What follows belongs to an exercise in optimizing a design on an open flow for small area, a short achievable clock period and few clock cycles; a production flow would make more cautious choices.
Only simulation tests tie the RTL to the original design; equivalence was not proved.
Power figures rest on the tool's default switching activity, not on a simulated workload.

Design cache_engine, start of the top module:
module cache_engine (
    input  wire        clk,
    input  wire        rst,
    input  wire        req_valid,
    output wire        req_ready,
    input  wire [31:0] req_word,
    input  wire [15:0] req_addr,
    input  wire [63:0] req_data,     
    output reg         resp_valid,
    output reg         resp_fault,
    output reg  [63:0] resp_data,    
    output wire        mem_req,
    output reg         mem_we,
    output reg  [12:0] mem_addr,
    output reg  [63:0] mem_wdata,
    input  wire        mem_ack,
    input  wire [63:0] mem_rdata,
    output reg         dev_we,
    output reg  [15:0] dev_addr,
    output reg  [7:0]  dev_data,
    output reg         fault_valid,
    output reg  [3:0]  fault_code,
    output reg  [3:0]  fault_cache,
    output reg  [1:0]  fault_level,
    output reg  [15:0] fault_addr
);
    localparam OP_GET = 2'd0, OP_PUT = 2'd1, OP_RDLINE = 2'd2, OP_WRLINE = 2'd3;
    localparam ST_I = 2'd0, ST_S = 2'd1, ST_M = 2'd2;
    localparam FC_WRITE_MISS = 4'd2, FC_ILLEGAL = 4'd5;
    wire [1:0] r_op     = req_word[1:0];
    wire [1:0] r_sz     = req_word[5:4];
    wire [3:0] r_cid    = req_word[9:6];
    wire       r_cidbad = r_cid > 4'd2;
    wire       r_ill    = (req_word[31:10] != 22'd0) || (req_word[3:2] != 2'd0) ||
                          (r_op[1] && r_sz != 2'd0) || r_cidbad;
    reg req_ready_q;
    assign req_ready = req_ready_q;
    wire accept = req_valid && req_ready_q;
    reg        s_valid;
    reg [1:0]  s_op, s_sz, s_k;
    reg        s_ill, s_cidbad;
    reg [15:0] s_addr;
    reg [63:0] s_data;
    reg        a_valid;
  ...
For scale: about 380 I/O pins, about 130000 um2 of cells after synthesis.
clock: 10.0 ns
lec_check: 0
cap_margin: 20
core_margin: 2
core_utilization: 40
setup_slack_margin: 5
slew_margin: 20
standard.sh (not shown) runs the stock make flow with config.mk's settings and CLKGATE_MAP_FILE= SYNTH_SCRIPT=/design/flow/synth_recipe.tcl, a recipe that flattens the netlist after the stock synthesis.
==> flow/flow/run.sh <==
#!/bin/bash
# Own layout flow: the standard layout (standard.sh, the standard synthesis
# included) with these changes to how the layout is made:
# - the resizer may change a cell to any cell of the same function, not only
#   to one of the same footprint, and aims for 5.5 ns of setup slack;
# - the ports get plain buf_2 buffers instead of clkdlybuf4s50_1.
# make's full output goes to standard_finish.log in this folder.
set -euo pipefail
bash standard.sh \
  MATCH_CELL_FOOTPRINT=0 \
  SETUP_SLACK_MARGIN=5.5 \
  "BUFFER_PORTS_ARGS=-buffer_cell sky130_fd_sc_hd__buf_2" \
  finish > standard_finish.log 2>&1
The starting point finished with timing, DRC and antenna clean.
Testbench counts at the start, summed over its fixed seeds: cycles 5,608.
Next try:
==> flow/run.sh (new file) <==
#!/bin/bash
# synth_recipe.tcl (not shown) runs the flow's synth.tcl, then flattens the netlist and writes it again
# the make line also repeats each setting of config.mk as NAME=value (left out here)
make -C /OpenROAD-flow-scripts/flow DESIGN_CONFIG=/design/flow/config.mk WORK_HOME=/design/flow/orfs CLKGATE_MAP_FILE= SYNTH_SCRIPT=/design/flow/synth_recipe.tcl finish
removed: flow/flow/run.sh
removed: flow/standard.sh
Outcome:
- The changed run went through all stages and came out clean
- worst hold slack gains 9.1 ps
- fmax drops by a few percent
- total power drops slightly
- wire length drops by a few percent
- global-route usage drops by 1.1 points
- area after synthesis does not change
- count of clock-buffer cells in the layout climbs by 5
- cell area drops by a few percent
Next try:
==> flow/flow/run.sh (new file) <==
#!/bin/bash
# Own layout flow: the standard layout (standard.sh, the standard synthesis
# included) with these changes to how the layout is made:
# - the resizer may change a cell to any cell of the same function, not only
#   to one of the same footprint, and aims for 6 ns of setup slack;
# - the ports get plain buf_2 buffers instead of clkdlybuf4s50_1;
# - the clock tree is built from clkbuf_8, without dummy loads.
# make's full output goes to standard_finish.log in this folder.
set -euo pipefail
bash standard.sh \
  MATCH_CELL_FOOTPRINT=0 \
  SETUP_SLACK_MARGIN=6 \
  "BUFFER_PORTS_ARGS=-buffer_cell sky130_fd_sc_hd__buf_2" \
  "CTS_ARGS=-sink_clustering_enable -repair_clock_nets -buf_list sky130_fd_sc_hd__clkbuf_8 -dont_use_dummy_load" \
  finish > standard_finish.log 2>&1
==> flow/standard.sh (new file) <==
#!/bin/bash
# synth_recipe.tcl (not shown) runs the flow's synth.tcl, then flattens the netlist and writes it again
# the make line also repeats each setting of config.mk as NAME=value (left out here)
make -C /OpenROAD-flow-scripts/flow DESIGN_CONFIG=/design/flow/config.mk WORK_HOME=/design/flow/orfs CLKGATE_MAP_FILE= SYNTH_SCRIPT=/design/flow/synth_recipe.tcl "${@:-finish}"
removed: flow/run.sh
Outcome: Sequential power stays flat; setup slack improved by 380 ps; synthesized cell count does not change; final area grows by 5.6%; die area stays the same.

afterwards: timing with drivers on the ports:
In the flow no input, the clock included, has a driving cell. The finished layouts below were timed again as built, in two steps. Step 1, drivers: a clkbuf_16 drives clk and a buf_2 each remaining input, both assumed. Step 2 times the ports against the registers' clock, not the clock port: input delays grow and output delays shrink by t, the midpoint of the rising clock arrivals with the driver on. Slacks: ideal ports / drivers / drivers and shift; pairs: ideal ports / drivers.
| run | t (ns) | setup slack, ns | hold WS [ns] | worst setup path after step 2 | pins driven straight from the clock port |
|---|---|---|---|---|---|
| the first run | 1.032 | 5.250 / 5.250 / 4.717 | 0.401 / 0.401 / 0.401 | input to register | 1 |
| the second run | 1.013 | 5.013 / 5.013 / 4.108 | 0.410 / 0.410 / 0.410 | input to register | 1 |
| the third run | 1.254 | 5.393 / 5.393 / 4.791 | 0.373 / 0.373 / 0.373 | input to register | 1 |
After both steps setup and hold are still met in every run listed. The setup slack of the second run, which loses most, moves by 0.000 ns with the drivers and by -0.905 ns with both steps.
